What follows belongs to an exercise in optimizing a design on an open flow for small area, a short achievable clock period and few clock cycles; a production flow would make more cautious choices.
Function was checked by simulation only, so behaviour that the tests miss may differ from the original.

### flow/run.sh
#!/bin/bash
# synth_recipe.tcl (not shown) runs the flow's synth.tcl, then flattens the netlist and writes it again
# the make line also repeats each setting of config.mk as NAME=value (left out here)
make -C /OpenROAD-flow-scripts/flow DESIGN_CONFIG=/design/flow/config.mk WORK_HOME=/design/flow/orfs CLKGATE_MAP_FILE= SYNTH_SCRIPT=/design/flow/synth_recipe.tcl finish
### flow/config.mk
export PLATFORM = sky130hd
export DESIGN_NAME = bh83_b83codec
export DESIGN_NICKNAME = bh83_b83codec
export VERILOG_FILES = /design/flow/design.v
export SDC_FILE = /design/flow/constraint.sdc
export NUM_CORES = 4
export LEC_CHECK = 0
export CAP_MARGIN = 20
export CORE_MARGIN = 2
export CORE_UTILIZATION = 40
export SLEW_MARGIN = 20
### flow/constraint.sdc
create_clock -name core_clock -period 80.0 [get_ports {clk}]
set_input_delay 16.0000 -clock core_clock [delete_from_list [all_inputs] [get_ports {clk}]]
set_output_delay 16.0000 -clock core_clock [all_outputs]
set_load 0.01 [all_outputs]
### flow/design.v
module bh83_b83codec (
    input  wire        clk,
    input  wire        rst_n,       
    input  wire        start,
    input  wire        op,          
    input  wire [3:0]  len,         
    input  wire [63:0] value,       
    input  wire [79:0] chars_in,    
    output wire        ready,
    output reg         done,
    output reg  [3:0]  err_code,    
    output reg  [15:0] err_info,
    output reg  [63:0] res,         
    output reg  [79:0] chars_out    
);
    localparam [3:0] E_OK       = 4'd0;
    localparam [3:0] E_INV_LEN  = 4'd2;
    localparam [3:0] E_INV_CHAR = 4'd3;
    localparam [3:0] E_ILLEGAL  = 4'd6;
    function [7:0] alpha;
        input [6:0] d;
        begin
            if (d < 7'd10)      alpha = 8'h30 + {1'b0, d};
            else if (d < 7'd36) alpha = 8'h41 + {1'b0, d} - 8'd10;
            else if (d < 7'd62) alpha = 8'h61 + {1'b0, d} - 8'd36;
            else begin
                case (d)
                    7'd62: alpha = 8'h23;   
                    7'd63: alpha = 8'h24;   
                    7'd64: alpha = 8'h25;   
                    7'd65: alpha = 8'h2A;   
                    7'd66: alpha = 8'h2B;   
                    7'd67: alpha = 8'h2C;   
                    7'd68: alpha = 8'h2D;   
                    7'd69: alpha = 8'h2E;   
                    7'd70: alpha = 8'h3A;   
                    7'd71: alpha = 8'h3B;   
                    7'd72: alpha = 8'h3D;   
                    7'd73: alpha = 8'h3F;   
                    7'd74: alpha = 8'h40;   
                    7'd75: alpha = 8'h5B;   
                    7'd76: alpha = 8'h5D;   
                    7'd77: alpha = 8'h5E;   
                    7'd78: alpha = 8'h5F;   
                    7'd79: alpha = 8'h7B;   
                    7'd80: alpha = 8'h7C;   
                    7'd81: alpha = 8'h7D;   
                    default: alpha = 8'h7E;  
                endcase
            end
        end
    endfunction
    function [7:0] digit_of;
        input [7:0] b;
        begin
            if (b >= 8'h30 && b <= 8'h39)      digit_of = b - 8'h30;
            else if (b >= 8'h41 && b <= 8'h5A) digit_of = b - 8'h41 + 8'd10;
            else if (b >= 8'h61 && b <= 8'h7A) digit_of = b - 8'h61 + 8'd36;
            else begin
                case (b)
                    8'h23: digit_of = 8'd62;
                    8'h24: digit_of = 8'd63;
                    8'h25: digit_of = 8'd64;
                    8'h2A: digit_of = 8'd65;
                    8'h2B: digit_of = 8'd66;
                    8'h2C: digit_of = 8'd67;
                    8'h2D: digit_of = 8'd68;
                    8'h2E: digit_of = 8'd69;
                    8'h3A: digit_of = 8'd70;
                    8'h3B: digit_of = 8'd71;
                    8'h3D: digit_of = 8'd72;
                    8'h3F: digit_of = 8'd73;
                    8'h40: digit_of = 8'd74;
                    8'h5B: digit_of = 8'd75;
                    8'h5D: digit_of = 8'd76;
                    8'h5E: digit_of = 8'd77;
                    8'h5F: digit_of = 8'd78;
                    8'h7B: digit_of = 8'd79;
                    8'h7C: digit_of = 8'd80;
                    8'h7D: digit_of = 8'd81;
                    8'h7E: digit_of = 8'd82;
                    default: digit_of = 8'h80;
                endcase
            end
        end
    endfunction
    reg        busy;
    reg        op_r;
    reg [3:0]  len_r;
    reg [3:0]  cnt;
    reg [63:0] acc;      
    reg [79:0] sreg;     
    assign ready = ~busy;
    reg [63:0] q;
    reg [6:0]  r;
    reg [7:0]  t;
    integer    i;
    always @(*) begin
        r = 7'd0;
        q = 64'd0;
        for (i = 63; i >= 0; i = i - 1) begin
            t = {r, acc[i]};
            if (t >= 8'd83) begin
                r    = t - 8'd83;
                q[i] = 1'b1;
            end else begin
                r    = t[6:0];
            end
        end
    end
    wire [7:0]  cur_char = sreg[7:0];
    wire [7:0]  cur_dig  = digit_of(cur_char);
    wire        cur_bad  = cur_dig[7];
    wire [63:0] acc_mac  = acc * 64'd83 + {57'd0, cur_dig[6:0]};
    always @(posedge clk) begin
        if (!rst_n) begin
            busy      <= 1'b0;
            done      <= 1'b0;
            op_r      <= 1'b0;
            len_r     <= 4'd0;
            cnt       <= 4'd0;
            acc       <= 64'd0;
            sreg      <= 80'd0;
            err_code  <= E_OK;
            err_info  <= 16'd0;
            res       <= 64'd0;
            chars_out <= 80'd0;
        end else begin
            done <= 1'b0;
            if (!busy) begin
                if (start) begin
                    if (len > 4'd10) begin
                        done      <= 1'b1;
                        err_code  <= E_ILLEGAL;
                        err_info  <= {12'd0, len};
                        res       <= 64'd0;
                        chars_out <= 80'd0;
                    end else begin
                        busy  <= 1'b1;
                        op_r  <= op;
                        len_r <= len;
                        cnt   <= 4'd0;
                        if (op) begin
                            acc  <= 64'd0;
                            sreg <= chars_in;
                        end else begin
                            acc  <= value;
                            sreg <= 80'd0;
                        end
                    end
                end
            end else if (cnt == len_r) begin
                busy      <= 1'b0;
                done      <= 1'b1;
                err_info  <= 16'd0;
                if (op_r) begin
                    err_code  <= E_OK;
                    res       <= acc;
                    chars_out <= 80'd0;
                end else begin
                    res       <= 64'd0;
                    chars_out <= sreg;
                    if (acc != 64'd0) begin
                        err_code <= E_INV_LEN;
                        err_info <= {12'd0, len_r};
                    end else begin
                        err_code <= E_OK;
                    end
                end
            end else if (op_r) begin
                if (cur_bad) begin
                    busy      <= 1'b0;
                    done      <= 1'b1;
                    err_code  <= E_INV_CHAR;
                    err_info  <= {4'd0, cnt, cur_char};
                    res       <= 64'd0;
                    chars_out <= 80'd0;
                end else begin
                    acc  <= acc_mac;
                    sreg <= {8'd0, sreg[79:8]};
                    cnt  <= cnt + 4'd1;
                end
            end else begin
                acc  <= q;
                sreg <= {sreg[71:0], alpha(r)};
                cnt  <= cnt + 4'd1;
            end
        end
    end
endmodule
==> impl_metrics.env <==
export IMPL_coreArea_um2=118000
export IMPL_path_max_fanout=13
export IMPL_crit_path_frequent_cell="ha_1"
export IMPL_min_delay_path_class="flip-flop to flip-flop"
export IMPL_r2r_end="sreg[5]$_SDFFE_PN0P_"
export IMPL_synth_area_leaders="dfxtp_1 (13%), ha_1 (6.9%), fa_1 (5.1%), inv_1 (3.1%), nor2_1 (2.9%)"
export IMPL_cts_hold_buf=0
export IMPL_cpMaxStageDelayCell="or4_1"
export IMPL_die_width_um=348
export IMPL_cp_required_ns=80.53
export IMPL_grt_max_degree=109
export IMPL_multi_input_comb_area_um2=38300
export IMPL_num_vias=45900
export IMPL_clk_pin_slew_ns=0.06
export IMPL_netlist_area_um2=47300
export IMPL_via_per_inst=6.27
export IMPL_seq_area_um2=6300
export IMPL_tightest_slew_ns=1.08
export IMPL_critPathKind="flip-flop to flip-flop"
export IMPL_ys_flop_type="dfxtp_1"
export IMPL_place_ws_ns=-2.09
export IMPL_cts_tree="yes"
export IMPL_min_to="err_info[1]$_SDFFE_PN0P_"
export IMPL_gp_congestion=0.955
export IMPL_synth_cell_types=217
export IMPL_dp_hpwl_mm=121
export IMPL_syn_to_final_growth_pct=14.4
export IMPL_status="no timing/DRC/antenna violations"
export IMPL_async_flop_share_pct=0
export IMPL_holdPathStages=2
export IMPL_cts_buffers=43
export IMPL_layout_nets=6287
export IMPL_antenna_found_initial=7
export IMPL_routed_wl_mm=162
export IMPL_rr_worst_depth=365
export IMPL_final_area_um2=54200
export IMPL_grt_usage_pct=25.4
export IMPL_start_util_pct=40.2
export IMPL_synth_avg_cell_area_um2=8.68
export IMPL_wl_per_cell_um=22.1
export IMPL_clock_path_buffers=3
export IMPL_antennaDiodeCount=0
export IMPL_synth_top_area_cell="dfxtp_1"
export IMPL_drc=0
export IMPL_cts_root_buf="clkbuf_16"
export IMPL_hp_start="err_info[1]$_SDFFE_PN0P_"
export IMPL_drt_iter0_drc=4152
export IMPL_ant_nets=0
export IMPL_synthCells=5457
export IMPL_synth_seq_cells=314
export IMPL_clk_latency_ns=0.67
export IMPL_fin_cells=7322
export IMPL_grt_pass1_vias=43100
export IMPL_fill_cells=11400
export IMPL_reg2reg_from="acc[57]$_SDFFE_PN0P_"
export IMPL_relSlewSlack_pct=28.2
export IMPL_ys_warn_count=1
export IMPL_timing_hold_ws_ns=0.465
export IMPL_r2r_slack_ns=4.40
export IMPL_htreeDepth=2
export IMPL_fin_ws_ns=4.40
export IMPL_design_portCount=318
export IMPL_yosysTopAreaCellShare_pct=13.3
export IMPL_fmax_mhz=13.2
export IMPL_placedCellCount=7189
export IMPL_gr_total_overflow=0
export IMPL_placementRows=126
export IMPL_fin_skew_ns=0.0586
export IMPL_hold_viol_final=0
export IMPL_port_buffers=312
export IMPL_clock_sinks=314
export IMPL_grt_pass1_wl_mm=251
export IMPL_cp_end_kind="flip-flop"
export IMPL_min_period_over_period_pct=94.5
export IMPL_synth_edf_count=0
export IMPL_finalCriticalPeriod_ns=75.60
export IMPL_finalSetupViolations=0
export IMPL_cp_start_kind="flip-flop"
export IMPL_placed_area_um2=51500
export IMPL_drt_first_pass_iters=6
export IMPL_fp_dieH_um=348
export IMPL_synth_seq_area_share_pct=13.3
export IMPL_cpPeakStageDelay_ns=0.59
export IMPL_maxCapViolCount=0
export IMPL_slew_violations=0
export IMPL_drive_above_1_share_pct=23.0
export IMPL_die_area_um2=121000
export IMPL_arrival_ns=76.13
[cells in the mapped netlist (31+ instances only)]
cell type and instances:
fa_1 121, a221oi_1 154, o21a_1 43, nand4_1 45, o21ai_1 46, a22o_1 154, o22ai_1 40, xor2_1 55
xnor2_1 152, o31ai_1 37, buf_6 58, mux2i_1 82, mux2_2 76, a21o_2 36, nor3_1 210, nand2_1 279
ha_1 263, or3_1 31, o211a_1 36, xnor2_2 31, a21oi_2 35, inv_1 387, a21oi_1 247, o21ai_0 167
nor4_1 70, a211oi_1 88, a31oi_1 54, dfxtp_1 314, o211ai_1 76, clkbuf_8 35, o21bai_1 39, nand3_1 122
a211oi_2 38, nor2_1 371, a21o_1 52, clkbuf_1 121
[cell type report]
| cell class | count | share of cell area [%] |
|---|---|---|
| Sequential cell | 314 | 11.6 |
| Clock inverter | 24 | 0.566 |
| Tap cell | 1536 | 3.55 |
| Multi-Input combinational cell | 4478 | 70.6 |
| Clock buffer | 56 | 2.24 |
| Inverter | 400 | 2.82 |
| Timing Repair Buffer | 514 | 8.58 |
[logic make-up (layout without fill, tap and decap cells)]
| group | after synthesis | after routing | share of synthesized area (%) |
|---|---|---|---|
| XOR/XNOR | 251 | 251 | 5.40 |
| multiplexers | 224 | 224 | 5.64 |
| adder cells (fa/ha/maj) | 384 | 384 | 12.1 |
| other | 1 | 5 | 0.00792 |
| AO/OA/AOI/OAI | 2021 | 2021 | 36.9 |
| buffers and inverters | 669 | 994 | 7.63 |
| AND/OR/NAND/NOR | 1593 | 1593 | 19.1 |
| flip-flops | 314 | 314 | 13.3 |
[worst max-delay path: cells and delay by family (launching register included)]
kind,cells,cell delay (ns)
compound gates,127,26.62
xor+xnor,44,7.54
fa+ha+maj,59,14.37
buf+inv,16,2.09
flops,1,0.42
mux,16,3.61
simple gates,103,20.74
[stage by stage]
stage	util [%]	setup TNS, ns
after floorplan	-	0
after global placement	43.8	0
after detailed placement	43.8	-13.78
after CTS	45.2	0
after global routing	46.0	-1.71
final	46.0	0
[how the worst max path moves through the flow]
stage / cells after the start / endpoint / start
floorplan: 371 / sreg[3]$_SDFFE_PN0P_ / acc[57]$_SDFFE_PN0P_
global placement: 361 / sreg[3]$_SDFFE_PN0P_ / acc[57]$_SDFFE_PN0P_
detailed placement: 359 / sreg[3]$_SDFFE_PN0P_ / acc[57]$_SDFFE_PN0P_
CTS: 364 / sreg[6]$_SDFFE_PN0P_ / acc[57]$_SDFFE_PN0P_
global route: 365 / sreg[5]$_SDFFE_PN0P_ / acc[57]$_SDFFE_PN0P_
finish: 365 / sreg[5]$_SDFFE_PN0P_ / acc[57]$_SDFFE_PN0P_
[state kept, by name, summed over array words and instances (netlist names)]
register   flops
len_r          4
err_code       3
acc           64
chars_out     80
sreg          80
busy           1
op_r           1
cnt            4
res           64
err_info      12
done           1
[repair_timing]
action | in CTS | in global routing
pin swaps | 4 | 27
gates resized for setup | 26 | 100
setup endpoints to repair | 8 | 11
setup buffers | 7 | 46
[cells in the final DEF, fill, tap and decap left out, types with 166 or more instances in the layout]
cell type,instances
dfxtp_1,308
o21ai_0,166
a21oi_1,244
inv_1,387
nor2_1,366
ha_1,237
buf_4,201
nand2_1,278
clkdlybuf4s50_1,311
nor3_1,206
[metal layers]
metal  vias up  wire length, um  track usage, %
met5         -               54               0
met4         8             4180            6.77
met3       249            10400            3.62
met2      1659            72400            39.9
met1     22300            75000            36.1
li1      21700                -               -
Testbench counts, summed over its fixed seeds: cycles 14,621.

-- re-timing with driven ports --
How much do the figures lean on ideal ports? The routed layout below was timed once more, with nothing changed but the port constraints. Step 1 assumes that a clkbuf_16 drives the clock port and a buf_2 every other input. Step 2 adds t to the input delays and takes it off the output delays; t is the mean of the earliest and latest rising clock arrival at the registers after step 1. Input paths then give back, and output paths get back, about the clock's delay inside the block. Slacks: ideal / step 1 / step 2; pairs: ideal / step 1.
t, ns: 0.711
setup WS [ns]: 4.404 / 4.404 / 4.404
worst setup path at the end: register to register
After both steps this run still meets setup and hold. The setup slack of this run moves by 0.000 ns with the drivers and by 0.000 ns with both steps.
